From an optimization exercise on the open Yosys and OpenROAD flow, aimed at small area, a short achievable clock period and few clock cycles; shortcuts taken in it are not production practice. Only simulation tests tie the RTL to the original design; equivalence was not proved. No activity file was given, so power comes from the tool's default toggle rates.

File: design/flow/run.sh
#!/bin/bash
# synth_recipe.tcl (not shown) runs the flow's synth.tcl, then flattens the netlist and writes it again
# the make line also repeats each setting of config.mk as NAME=value (left out here)
make -C /OpenROAD-flow-scripts/flow DESIGN_CONFIG=/design/flow/config.mk WORK_HOME=/design/flow/orfs CLKGATE_MAP_FILE= SYNTH_SCRIPT=/design/flow/synth_recipe.tcl finish
File: design/flow/config.mk
export PLATFORM = sky130hd
export DESIGN_NAME = glz_model
export DESIGN_NICKNAME = glz_model
export VERILOG_FILES = /design/flow/design.v
export SDC_FILE = /design/flow/constraint.sdc
export NUM_CORES = 4
export LEC_CHECK = 0
export CAP_MARGIN = 20
export CORE_MARGIN = 2
export CORE_UTILIZATION = 60
export SLEW_MARGIN = 20
File: design/flow/constraint.sdc
create_clock -name core_clock -period 24.0 [get_ports {clk}]
set_input_delay 4.8000 -clock core_clock [delete_from_list [all_inputs] [get_ports {clk}]]
set_output_delay 4.8000 -clock core_clock [all_outputs]
set_load 0.01 [all_outputs]
File: design/flow/design.v
module glz_model (
    input  wire        clk,
    input  wire        rst,         
    input  wire        cmd_valid,
    output wire        cmd_ready,
    input  wire [7:0]  cmd_op,
    input  wire [31:0] cmd_arg,
    output reg         rsp_valid,
    output reg  [7:0]  rsp_err,
    output reg  [31:0] rsp_res0,
    output reg  [31:0] rsp_res1
);
    localparam NB = 32;
    localparam CW = 16;
    localparam OP_NOP         = 8'h00;
    localparam OP_HIST_CLEAR  = 8'h20;
    localparam OP_HIST_INC    = 8'h21;
    localparam OP_HIST_DEC    = 8'h22;
    localparam OP_HIST_GET    = 8'h23;
    localparam OP_HIST_BOUND  = 8'h24;
    localparam OP_HIST_SORT   = 8'h26;
    localparam OP_TABLE_CLEAR = 8'h32;
    localparam OP_MAP_ENC     = 8'h33;
    localparam OP_MAP_DEC     = 8'h34;
    localparam OP_TABLE_READ  = 8'h35;
    localparam OP_RICE_SEARCH = 8'h42;
    localparam E_OK        = 8'h00;
    localparam E_CAPACITY  = 8'h09;
    localparam E_UNDERFLOW = 8'h0C;
    localparam E_OVERFLOW  = 8'h0D;
    localparam E_ILLEGAL   = 8'h0E;
    reg [CW-1:0] cnt [0:NB-1];
    reg [NB-1:0] vld;               
    reg [5:0]    bound;             
    reg [4:0]    dec_tbl [0:NB-1];  
    reg          remap_en;
    reg [5:0]    tbl_b;
    reg [6:0]    tbl_b3;            
    reg [20:0]   tot;               
    reg [20:0]   sj [0:5];          
    reg          rst_q;
    reg          rdy;               
    reg          busy;              
    assign cmd_ready = rdy;
    wire         acc = cmd_valid & ~busy;
    reg          e_v;
    reg          e_clr, e_inc, e_dec, e_get, e_bnd, e_sort, e_tclr,
                 e_map, e_mdir, e_rd, e_srch, e_ill;
    reg [31:0]   e_arg;
    reg  [1:0]   e_z6;
    wire         e_lt32 = &e_z6 & ~e_arg[5];
    wire         e_le32 = &e_z6 & (~e_arg[5] | ~|e_arg[4:0]);
    reg          e_wait;            
    reg [5:0]    e_cnt;
    reg [7:0]    e_pos;             
    reg          e_fin;             
    wire in_sort = (cmd_op == OP_HIST_SORT);
    wire in_tclr = (cmd_op == OP_TABLE_CLEAR);
    wire in_map  = (cmd_op == OP_MAP_ENC) | (cmd_op == OP_MAP_DEC);
    wire in_rd   = (cmd_op == OP_TABLE_READ);
    wire in_srch = (cmd_op == OP_RICE_SEARCH);
    wire in_known = (cmd_op == OP_NOP) | (cmd_op == OP_HIST_CLEAR) |
                    (cmd_op == OP_HIST_INC) | (cmd_op == OP_HIST_DEC) |
                    (cmd_op == OP_HIST_GET) | (cmd_op == OP_HIST_BOUND) |
                    in_sort | in_tclr | in_map | in_rd | in_srch;
    wire in_wait = in_rd & e_v & (e_inc | e_dec);
    wire in_multi = in_sort | in_tclr | in_map | in_srch | in_wait;
    wire       in_h16 = |cmd_arg[31:16];
    wire       in_h8  = |cmd_arg[15:8];
    wire [7:0] in_pos = {in_h16, 3'd0, ~in_h16 & in_h8, 1'b0, ~in_h16 & ~in_h8, 1'b0};
    wire [1:0] in_z6  = {~|cmd_arg[31:19], ~|cmd_arg[18:6]};
    wire         scan  = e_sort | e_tclr;
    reg          e_first;           
    wire         first = e_first;
    reg  [4:0]   ridx;              
    wire [4:0]   sym   = e_arg[4:0];
    reg          w_v;               
    reg          w_up;
    reg  [4:0]   w_s;
    reg  [15:0]  w_val;
    reg  [4:0]   key_r;             
    wire [15:0]  w_new   = w_val + (w_up ? 16'h0001 : 16'hFFFF);
    wire [15:0]  cnt_raw = vld[ridx] ? cnt[ridx] : 16'd0;
    wire [15:0]  cnt_rd  = (w_v && (w_s == ridx)) ? w_new : cnt_raw;
    wire         cnt_max  = &cnt_rd;
    wire         cnt_zero = ~|cnt_rd;
    wire         inc_ok = e_v & e_inc & e_lt32 & ~cnt_max;
    wire         dec_ok = e_v & e_dec & e_lt32 & ~cnt_zero;
    wire         clr_ok = e_v & e_clr & e_le32;
    function [4:0] mstep;
        input [4:0] r;
        input [1:0] d;
        input [5:0] b1;
        input [6:0] b3;
        reg   [6:0] t;
        begin
            t = {r, d};
            if (t >= b3)
                mstep = t - b3;
            else if (t >= {b1, 1'b0})
                mstep = t - {b1, 1'b0};
            else if (t >= {1'b0, b1})
                mstep = t - {1'b0, b1};
            else
                mstep = t[4:0];
        end
    endfunction
    reg  [4:0]   rem;
    wire [3:0]   m_nib = ({4{e_pos[7]}} & e_arg[31:28]) | ({4{e_pos[6]}} & e_arg[27:24]) |
                         ({4{e_pos[5]}} & e_arg[23:20]) | ({4{e_pos[4]}} & e_arg[19:16]) |
                         ({4{e_pos[3]}} & e_arg[15:12]) | ({4{e_pos[2]}} & e_arg[11:8])  |
                         ({4{e_pos[1]}} & e_arg[7:4])   | ({4{e_pos[0]}} & e_arg[3:0]);
    wire [4:0]   mc2 = mstep(rem, m_nib[3:2], tbl_b, tbl_b3);
    wire [4:0]   mc4 = mstep(mc2, m_nib[1:0], tbl_b, tbl_b3);
    wire [4:0]   ic0 = {4'd0, sym[4] & (tbl_b != 6'd1)};
    wire [4:0]   ic2 = mstep(ic0, sym[3:2], tbl_b, tbl_b3);
    wire [4:0]   ic4 = mstep(ic2, sym[1:0], tbl_b, tbl_b3);
    reg  [4:0]   inv;
    integer      u;
    always @(*) begin
        inv = 5'd0;
        for (u = 0; u < NB; u = u + 1)
            if ((dec_tbl[u] == key_r) && (u < tbl_b))
                inv = inv | u[4:0];
    end
    wire [4:0]   d_rd = dec_tbl[key_r];
    wire [4:0]   m_x   = e_mdir ? d_rd : inv;
    wire [7:0]   m_lob = {2'd0, e_arg[5:0]} - {3'd0, rem};
    wire [7:0]   m_lo  = m_lob + {3'd0, m_x};
    wire [25:0]  m_hi  = e_arg[31:6];
    wire [25:0]  m_hip = m_hi + 26'd1;
    wire [25:0]  m_him = m_hi - 26'd1;
    wire [25:0]  m_hir = m_lo[7] ? m_him : (m_lo[6] ? m_hip : m_hi);
    wire [6:0]   m_end = {2'd0, e_arg[4:0]} + {1'b0, tbl_b} - {2'd0, rem};
    wire         m_top = (&e_arg[31:5]) && (m_end > 7'd32);
    wire [31:0]  m_res = (m_top | ~remap_en) ? e_arg : {m_hir, m_lo[5:0]};
    reg  [4:0]   key_p;             
    reg  [15:0]  key1;              
    reg  [31:0]  beats;
    function gt21;
        input [20:0] a;
        input [20:0] b;
        reg   [6:0]  gg, ll;
        reg          c;
        integer      k, q;
        begin
            for (k = 0; k < 7; k = k + 1) begin
                c = 1'b0;
                for (q = 0; q < 3; q = q + 1)
                    c = (a[3*k+q] & ~b[3*k+q]) | ((a[3*k+q] | ~b[3*k+q]) & c);
                gg[k] = c;
                c = 1'b0;
                for (q = 0; q < 3; q = q + 1)
                    c = (~a[3*k+q] & b[3*k+q]) | ((~a[3*k+q] | b[3*k+q]) & c);
                ll[k] = c;
            end
            c = 1'b0;
            for (k = 0; k < 7; k = k + 1)
                c = gg[k] | (~ll[k] & c);
            gt21 = c;
        end
    endfunction
    wire         key1_zero = ~|key1;
    integer      t;
    always @(*) begin
        for (t = 0; t < NB; t = t + 1)
            beats[t] = vld[t] ? gt21({cnt[t], ~t[4:0]}, {key1, ~key_p})
                              : (key1_zero && (t < key_p));
    end
    function [5:0] pop32;
        input [31:0] x;
        reg [1:0] a1 [0:15];
        reg [2:0] a2 [0:7];
        reg [3:0] a3 [0:3];
        reg [4:0] a4 [0:1];
        integer q;
        begin
            for (q = 0; q < 16; q = q + 1) a1[q] = x[2*q] + x[2*q+1];
            for (q = 0; q < 8; q = q + 1)  a2[q] = a1[2*q] + a1[2*q+1];
            for (q = 0; q < 4; q = q + 1)  a3[q] = a2[2*q] + a2[2*q+1];
            for (q = 0; q < 2; q = q + 1)  a4[q] = a3[2*q] + a3[2*q+1];
            pop32 = a4[0] + a4[1];
        end
    endfunction
    reg  [31:0]  beats_r;           
    reg  [15:0]  key2;
    reg  [4:0]   key2_p;
    wire [5:0]   rank6 = pop32(beats_r);
    reg  [4:0]   rank;              
    reg  [15:0]  key3;
    reg  [4:0]   key3_p;
    reg          sv2, sv3, sv4;     
    reg          st4_r;
    wire         st4 = e_v & st4_r;
    wire [4:0]   sgate = e_sort ? rank : key3_p;
    wire [5:0]   w_m = remap_en ? ({1'b0, w_s} - {1'b0, key_r} + {1'b0, inv}) : {1'b0, w_s};
    reg  [26:0]  s_c;               
    reg  [23:0]  s_kt;              
    reg  [26:0]  s_best;
    reg  [2:0]   s_bk;
    wire [2:0]   kmax = (bound <= 6'd1) ? 3'd0 :
                        (bound <= 6'd2) ? 3'd1 :
                        (bound <= 6'd4) ? 3'd2 :
                        (bound <= 6'd8) ? 3'd3 :
                        (bound <= 6'd16) ? 3'd4 : 3'd5;
    wire [2:0]   s_k   = 3'd5 - e_cnt[2:0];        
    wire [2:0]   s_kc  = 3'd6 - e_cnt[2:0];        
    reg  [5:0]   s_oh;              
    wire [20:0]  s_sk  = ({21{s_oh[5]}} & sj[5]) | ({21{s_oh[4]}} & sj[4]) |
                         ({21{s_oh[3]}} & sj[3]) | ({21{s_oh[2]}} & sj[2]) |
                         ({21{s_oh[1]}} & sj[1]) | ({21{s_oh[0]}} & sj[0]);
    wire [26:0]  s_2u  = first ? {3'd0, tot, 3'b000} : {s_c[25:0], 1'b0};
    wire [23:0]  s_v   = first ? {2'd0, tot, 1'b0} : s_kt;
    wire [26:0]  s_unew = s_2u + {6'd0, s_sk} - {3'd0, s_v};
    wire [23:0]  s_vnew = (first ? {tot, 3'b000} : s_kt) - {3'd0, tot};
    wire         s_take = (s_kc == kmax) || ((s_kc < kmax) && (s_c <= s_best));
    wire         s_stall = e_srch & first & w_v;
    reg          e_last;
    reg          e_next_last;
    always @(*) begin
        e_last = 1'b1;
        e_next_last = 1'b0;
        if (scan) begin
            e_last = (bound == 6'd0) ? first : (e_cnt == bound + 6'd2);
            e_next_last = (e_cnt == bound + 6'd1);
        end else if (e_srch) begin
            e_last = (e_cnt == 6'd6);
            e_next_last = (e_cnt == 6'd5);
        end else if (e_map) begin
            e_last = e_fin | ~remap_en;
            e_next_last = e_pos[0];
        end else if (e_rd) begin
            e_last = ~(e_wait & first);
            e_next_last = 1'b1;
        end
    end
    always @(posedge clk) begin
        rst_q <= rst;
        if (rst) begin
            rdy       <= 1'b1;
            busy      <= 1'b0;
            e_v       <= 1'b0;
            w_v       <= 1'b0;
            rsp_valid <= 1'b0;
        end else begin
            if (acc) begin
                rdy  <= ~in_multi;
                busy <= in_multi;
            end else if (e_v & ~e_last) begin
                rdy  <= e_next_last;
                busy <= ~e_next_last;
            end else begin
                rdy  <= 1'b1;
                busy <= 1'b0;
            end
            if (!busy)
                e_v <= cmd_valid;
            else if (e_last)
                e_v <= 1'b0;
            w_v       <= inc_ok | dec_ok;
            rsp_valid <= e_v & e_last;
        end
    end
    integer i, j;
    always @(posedge clk) begin
        if (rst_q) begin
            vld      <= {NB{1'b0}};
            bound    <= 6'd0;
            remap_en <= 1'b0;
            tbl_b    <= 6'd0;
            tbl_b3   <= 7'd0;
            tot      <= 21'd0;
            for (j = 0; j < 6; j = j + 1)
                sj[j] <= 21'd0;
        end else begin
            if (w_v)
                vld[w_s] <= 1'b1;
            if (clr_ok) begin
                vld   <= {NB{1'b0}};
                bound <= e_arg[5:0];
            end else if (inc_ok && ({1'b0, sym} >= bound)) begin
                bound <= {1'b0, sym} + 6'd1;
            end
            if (clr_ok)
                tot <= 21'd0;
            else if (w_v)
                tot <= tot + (w_up ? 21'd1 : 21'h1FFFFF);
            for (j = 0; j < 6; j = j + 1) begin
                if (clr_ok || (e_v && scan && first))
                    sj[j] <= 21'd0;
                else if (st4) begin
                    if (j < 5 && sgate[j%5])
                        sj[j] <= sj[j] + {5'd0, key3};
                end else if (w_v && w_m[j])
                    sj[j] <= sj[j] + (w_up ? 21'd1 : 21'h1FFFFF);
            end
            if (e_v && scan && e_last) begin
                tbl_b    <= e_sort ? bound : 6'd0;
                tbl_b3   <= e_sort ? ({1'b0, bound} + {bound, 1'b0}) : 7'd0;
                remap_en <= e_sort && (bound != 6'd0);
            end
        end
    end
    always @(posedge clk) begin
        if (!busy) begin
            e_clr  <= (cmd_op == OP_HIST_CLEAR);
            e_inc  <= (cmd_op == OP_HIST_INC);
            e_dec  <= (cmd_op == OP_HIST_DEC);
            e_get  <= (cmd_op == OP_HIST_GET);
            e_bnd  <= (cmd_op == OP_HIST_BOUND);
            e_sort <= in_sort;
            e_tclr <= in_tclr;
            e_map  <= in_map;
            e_mdir <= (cmd_op == OP_MAP_DEC);
            e_rd   <= in_rd;
            e_srch <= in_srch;
            e_ill  <= ~in_known;
            e_arg  <= cmd_arg;
            e_z6   <= in_z6;
            e_pos  <= in_pos;
            e_wait <= in_wait;
            e_cnt  <= 6'd0;
            e_first <= 1'b1;
            ridx   <= (in_sort | in_tclr) ? 5'd0 : cmd_arg[4:0];
            s_oh   <= 6'b100000;
            e_fin  <= 1'b0;
            rem    <= 5'd0;
        end else begin
            if (!s_stall)
                e_cnt <= e_cnt + 6'd1;
            if (!s_stall) begin
                e_first <= 1'b0;
                s_oh    <= {1'b0, s_oh[5:1]};
            end
            if (scan)
                ridx <= ridx + 5'd1;
            if (e_v && e_map && !e_last) begin
                rem   <= mc4;
                e_pos <= {1'b0, e_pos[7:1]};
                if (e_pos[0])
                    e_fin <= 1'b1;
            end
        end
        if (e_v && (e_inc || e_dec))
            key_r <= ic4;
        else if (e_v && e_map && !e_last)
            key_r <= mc4;
        else if (!busy)
            key_r <= cmd_arg[4:0];
        else
            key_r <= sym;
        w_up  <= e_inc;
        w_s   <= sym;
        w_val <= cnt_rd;
        if (w_v)
            cnt[w_s] <= w_new;
        key1    <= cnt_rd;
        key_p   <= ridx;
        beats_r <= beats;
        key2    <= key1;
        key2_p  <= key_p;
        key3    <= key2;
        key3_p  <= key2_p;
        rank    <= rank6[4:0];
        sv2     <= e_v && scan && ({1'b0, e_cnt} < {1'b0, bound});
        sv3     <= sv2;
        sv4     <= sv3;
        st4_r   <= e_v && scan && sv3 && !e_last;
        if (st4 && e_sort)
            dec_tbl[rank] <= key3_p;
        if (e_v && e_srch && !s_stall) begin
            s_c  <= s_unew;
            s_kt <= s_vnew;
            if (!first && s_take) begin
                s_best <= s_c;
                s_bk   <= s_kc;
            end
        end
        rsp_err  <= E_OK;
        rsp_res0 <= 32'd0;
        rsp_res1 <= 32'd0;
        if (e_ill)
            rsp_err <= E_ILLEGAL;
        if (e_clr && !e_le32)
            rsp_err <= E_CAPACITY;
        if ((e_inc | e_dec) && !e_lt32)
            rsp_err <= E_CAPACITY;
        else if (e_inc && cnt_max)
            rsp_err <= E_OVERFLOW;
        else if (e_dec && cnt_zero)
            rsp_err <= E_UNDERFLOW;
        if (e_get && e_lt32)
            rsp_res0 <= {16'd0, cnt_rd};
        if (e_bnd || e_sort)
            rsp_res0 <= {26'd0, bound};
        if (e_map)
            rsp_res0 <= m_res;
        if (e_rd && remap_en && e_lt32 && ({1'b0, sym} < tbl_b)) begin
            rsp_res0 <= {27'd0, d_rd};
            rsp_res1 <= {27'd0, inv};
        end
        if (e_srch) begin
            rsp_res0 <= {29'd0, s_take ? s_kc : s_bk};
            rsp_res1 <= {5'd0, s_take ? s_c : s_best};
        end
    end
endmodule
==> run notes <==
report_power, final:
part	switching, mW	leakage (nW)	internal (mW)	total, mW
Sequential	0.0701	10.6	2.31	2.38
Combinational	0.746	16.5	0.551	1.30
Clock	0.898	2.20	1.21	2.11
Total	1.71	29.3	4.07	5.79
Yosys cell counts (18+ instances only):
cell       number  area share [%]
a31oi_1        75            0.65
o31ai_1        47            0.49
buf_1          61            0.31
a221oi_1       29            0.35
o2111ai_1      18            0.22
nand2b_1      121             1.0
mux2_2         27            0.42
o211ai_1       29            0.30
nor2_1        574             3.0
or3_1          53            0.46
nor3b_1        18            0.19
o21bai_1       35            0.36
a22oi_1       107             1.1
and3_1         45            0.39
fa_1           79             2.2
nor4_1         38            0.33
o21ai_0       304             2.1
a21o_1        127             1.3
ha_1          364             6.3
o21a_1         55            0.57
nor2b_1       118             1.0
a211oi_1       58            0.60
nand3_1       141            0.97
and2_1         21            0.18
mux4_2        213             6.6
edfxtp_1      808              33
maj3_2         32            0.50
o22ai_1        52            0.45
dfxtp_1       409              11
a2111oi_0      21            0.25
maj3_1        184             2.5
inv_1         366             1.9
xnor2_1       272             3.3
nor3_1        120            0.83
clkbuf_1      238             1.2
nand2_1       450             2.3
mux2i_1       157             2.2
nand4_1        48            0.41
xor2_1        143             1.7
a21oi_1       443             3.0
worst min-delay path by stage:
stage / startpoint / endpoint / cells past startpoint
6_report: key2[1]$_DFF_P_ / key3[1]$_DFF_P_ / 0
5_1_grt: key2[8]$_DFF_P_ / key3[8]$_DFF_P_ / 0
4_1_cts: key2_p[4]$_DFF_P_ / key3_p[4]$_DFF_P_ / 0
3_5_place_dp: key2[6]$_DFF_P_ / key3[6]$_DFF_P_ / 0
3_3_place_gp: key2[13]$_DFF_P_ / key3[13]$_DFF_P_ / 0
2_1_floorplan: key2[0]$_DFF_P_ / key3[0]$_DFF_P_ / 0
worst max-delay path, stage by stage, from the launching register on:
cell and delay, ps:
dfxtp_4 740, buf_4 650, xor2_1 200, nor3_1 70
nand4_1 130, o21ai_0 100, or2_2 290, nor4_1 230
nand2_1 90, nor3_1 790, mux2i_1 350, ha_1 390
a21o_1 180, a21oi_1 210, o21bai_1 100, a21oi_1 310
o2111a_1 810, o21bai_1 300, buf_4 280, or3_1 360
a21oi_1 140
through the flow:
step | std cells | setup slack (ps) | util [%] | hold slack [ps] | area [um2]
final | 8590 | 17150 | 66.8 | 325 | 80300
after global routing | 8585 | 16740 | 66.8 | 333 | 80300
after CTS | 8583 | 17250 | 66.8 | 322 | 80200
after detailed placement | 8328 | 16990 | 63.0 | 312 | 75700
after global placement | 8328 | 16900 | 63.0 | 311 | 75700
after floorplan | 6807 | 17620 | - | 310 | 72700
cell families after synthesis:
kind of cell / Yosys count / share of synthesized area, %
compound gates: 1604 / 14.3
buf+inv: 706 / 3.77
simple gates: 1800 / 11.7
fa+ha+maj: 659 / 11.5
flops: 1217 / 44.6
mux: 397 / 9.18
xor+xnor: 415 / 5.00
other cells: 1 / 0.00516
sequential cells by signal (all words and copies together) (netlist names), 7 cells and up, named ones only:
name	count
rsp_res0	32
w_val	16
e_pos	8
cnt	512
dec_tbl	160
beats_r	32
key2	16
sj	126
key3	16
vld	32
s_best	27
s_c	27
e_arg	32
tot	21
rsp_res1	27
s_kt	24
tbl_b3	7
area by class of cell:
| class | count | share of cell area (%) |
|---|---|---|
| clock inverter | 76 | 0.862 |
| tap | 1612 | 2.51 |
| inverter | 376 | 1.76 |
| sequential | 1217 | 40.5 |
| clock buffer | 179 | 4.75 |
| timing repair buffer | 241 | 2.60 |
| antenna | 5 | 0.0156 |
| multi-input combinational | 4884 | 47.0 |
cell usage in the layout, fill, tap and decap left out, types with 213 or more instances in the layout:
master    synthesis  layout
edfxtp_1        808     808
nor2_1          574     544
inv_1           366     361
mux4_2          213     213
nand2_1         450     449
a21oi_1         443     443
ha_1            364     364
xnor2_1         272     267
dfxtp_1         409     395
o21ai_0         304     304
metal layers:
| metal | part of all wire [%] | GRT usage, % | wire, um |
|---|---|---|---|
| met1 | 41 | 46.7 | 88400 |
| met2 | 47 | 55.8 | 101000 |
| met3 | 8.7 | 5.65 | 18900 |
| met4 | 4.2 | 13.7 | 9160 |
| met5 | 0 | 0.115 | 0 |
==> flow_results.xml <==
<?xml version="1.0" encoding="UTF-8"?>
<metrics>
  <group name="status">
    <metric name="status" unit="">timing/DRC/antenna clean</metric>
  </group>
  <group name="drt">
    <metric name="dr.first_iter.drc_count" unit="">5910</metric>
    <metric name="drc" unit="">0</metric>
    <metric name="drt-pass1-iter-count" unit="">6</metric>
    <metric name="route.detailed.vias_per_inst" unit="">6.48</metric>
    <metric name="vias" unit="">55635</metric>
    <metric name="wire_per_inst" unit="um">25.3</metric>
    <metric name="routed_wl" unit="mm">218</metric>
    <metric name="drtAntennaViolNets" unit="">0</metric>
  </group>
  <group name="sta">
    <metric name="report.final.hold_viol_count" unit="">0</metric>
    <metric name="slew_violations" unit="">0</metric>
    <metric name="tightest_pin_transition" unit="ps">1160</metric>
    <metric name="report.final.setup_viol" unit="">0</metric>
    <metric name="timing.slew.headroom" unit="%">22.8</metric>
    <metric name="rsz0062_at_grt" unit="">false</metric>
    <metric name="tns" unit="ps">0</metric>
    <metric name="finalCritPeriodShare" unit="%">28.6</metric>
    <metric name="layout_min_cycle_time" unit="ps">6850</metric>
    <metric name="clock_skew" unit="ps">37.1</metric>
    <metric name="max_freq" unit="MHz">146</metric>
  </group>
  <group name="grt">
    <metric name="global_route.usage.total" unit="%">34.5</metric>
    <metric name="global_route_wire_length_before_repair" unit="mm">329</metric>
    <metric name="antenna_found_initial" unit="">8</metric>
    <metric name="grt_max_degree" unit="">87</metric>
    <metric name="remaining_overflow_grt" unit="">0</metric>
    <metric name="first_global_vias" unit="">53631</metric>
  </group>
  <group name="worst_setup_path">
    <metric name="worst_setup_path_start_kind" unit="">flop</metric>
    <metric name="setup.worst_path.class" unit="">reg2reg</metric>
    <metric name="reg2reg_depth" unit="">20</metric>
    <metric name="r2r_end" unit="">rsp_res0[27]$_SDFF_PP0_</metric>
    <metric name="rr_startpoint" unit="">key_r[0]$_DFF_P_</metric>
    <metric name="setup.reg_to_reg.worst_slack" unit="ps">17150</metric>
    <metric name="crit_required" unit="ps">24690</metric>
    <metric name="endpoint" unit="">rsp_res0[27]$_SDFF_PP0_</metric>
    <metric name="endpoint_kind" unit="">flop</metric>
    <metric name="worst-path-max-fanout" unit="">39</metric>
    <metric name="crit_arrival" unit="ps">7540</metric>
    <metric name="worstSetupStartpoint" unit="">key_r[0]$_DFF_P_</metric>
  </group>
  <group name="clock_tree">
    <metric name="inserted_clock_buffers" unit="">138</metric>
    <metric name="cts_max_path_buffers" unit="">3</metric>
    <metric name="clk_pin_slew" unit="ps">60</metric>
    <metric name="cts.repair_timing.setup_buffer_count" unit="">0</metric>
    <metric name="cts.htree.levels" unit="">4</metric>
    <metric name="insertion_delay" unit="ps">780</metric>
    <metric name="tritoncts_clock_tree" unit="">built</metric>
    <metric name="cts-resized-gates" unit="">0</metric>
    <metric name="cts_hold_buffers" unit="">0</metric>
    <metric name="cts_root_buf" unit="">clkbuf_16</metric>
    <metric name="clock-sinks" unit="">1217</metric>
  </group>
  <group name="worst_hold_path">
    <metric name="hp-class" unit="">reg2reg</metric>
  </group>
  <group name="yosys">
    <metric name="synth-seq-area-share" unit="%">44.6</metric>
    <metric name="synthDistinctLibCells" unit="">88</metric>
    <metric name="ys_ff_latch" unit="">1217</metric>
    <metric name="post_synth_edffs" unit="">808</metric>
    <metric name="postSynth.asyncResetShare" unit="%">0</metric>
    <metric name="cells_after_synthesis" unit="">6799</metric>
    <metric name="synth_flop_cell" unit="">edfxtp_1</metric>
    <metric name="syn_area" unit="um2">72700</metric>
    <metric name="avg_inst_size_synth" unit="um2">10.7</metric>
    <metric name="ys.warnings.count" unit="">6</metric>
  </group>
  <group name="die">
    <metric name="ios" unit="">117</metric>
    <metric name="chipHeight" unit="um">352</metric>
    <metric name="die_x" unit="um">352</metric>
    <metric name="core.rowCount" unit="">127</metric>
    <metric name="core_region_area" unit="um2">120000</metric>
    <metric name="start_util" unit="%">60.5</metric>
    <metric name="die-area" unit="um2">124000</metric>
  </group>
  <group name="placed_design">
    <metric name="port-buffer-count" unit="">107</metric>
    <metric name="gpl.final_weighted_congestion" unit="">0.969</metric>
    <metric name="place_hpwl" unit="mm">157</metric>
  </group>
  <group name="finish">
    <metric name="area.growth.synth_to_final" unit="%">10.4</metric>
    <metric name="layout_nets" unit="">7344</metric>
    <metric name="register_area" unit="um2">32500</metric>
    <metric name="fill_cells" unit="">9372</metric>
    <metric name="drive_above_1_share" unit="%">10.3</metric>
    <metric name="area_taken_by_multi_input_logic_gates" unit="um2">37800</metric>
  </group>
  <group name="pwr">
    <metric name="power_density" unit="nW/um2">72.1</metric>
    <metric name="total_power" unit="mW">5.79</metric>
    <metric name="power_leakage" unit="nW">29.3</metric>
    <metric name="worst_ir_drop_vdd" unit="V">0.000141</metric>
  </group>
  <group name="run">
    <metric name="drv_cap" unit="">0</metric>
  </group>
</metrics>
Testbench counts, summed over its fixed seeds: cycles 15,182.

[afterwards: timing with drivers on the ports]
No port has a modelled driver above. Below, the same layout with a new extraction and two added sets of constraints. Step 1 (the two cells are an assumption about what drives the block):
set clk [get_ports {clk}]
set_driving_cell -lib_cell sky130_fd_sc_hd__clkbuf_16 $clk
set_driving_cell -lib_cell sky130_fd_sc_hd__buf_2 [delete_from_list [all_inputs] $clk]
Step 2 also shifts input and output timing later by t, the mid clock arrival at the registers, as if the neighbouring blocks saw the same clock. a / b / c = ideal / step 1 / step 2; a / b = the first two.
t (ns): 0.841
setup slack, ns: 17.148 / 17.148 / 16.937
worst setup path after step 2: input to register
worst data-port slew with drivers (ns): 0.16
After both steps setup and hold are still met in this run. The setup slack of this run moves by 0.000 ns with the drivers and by -0.211 ns with both steps.
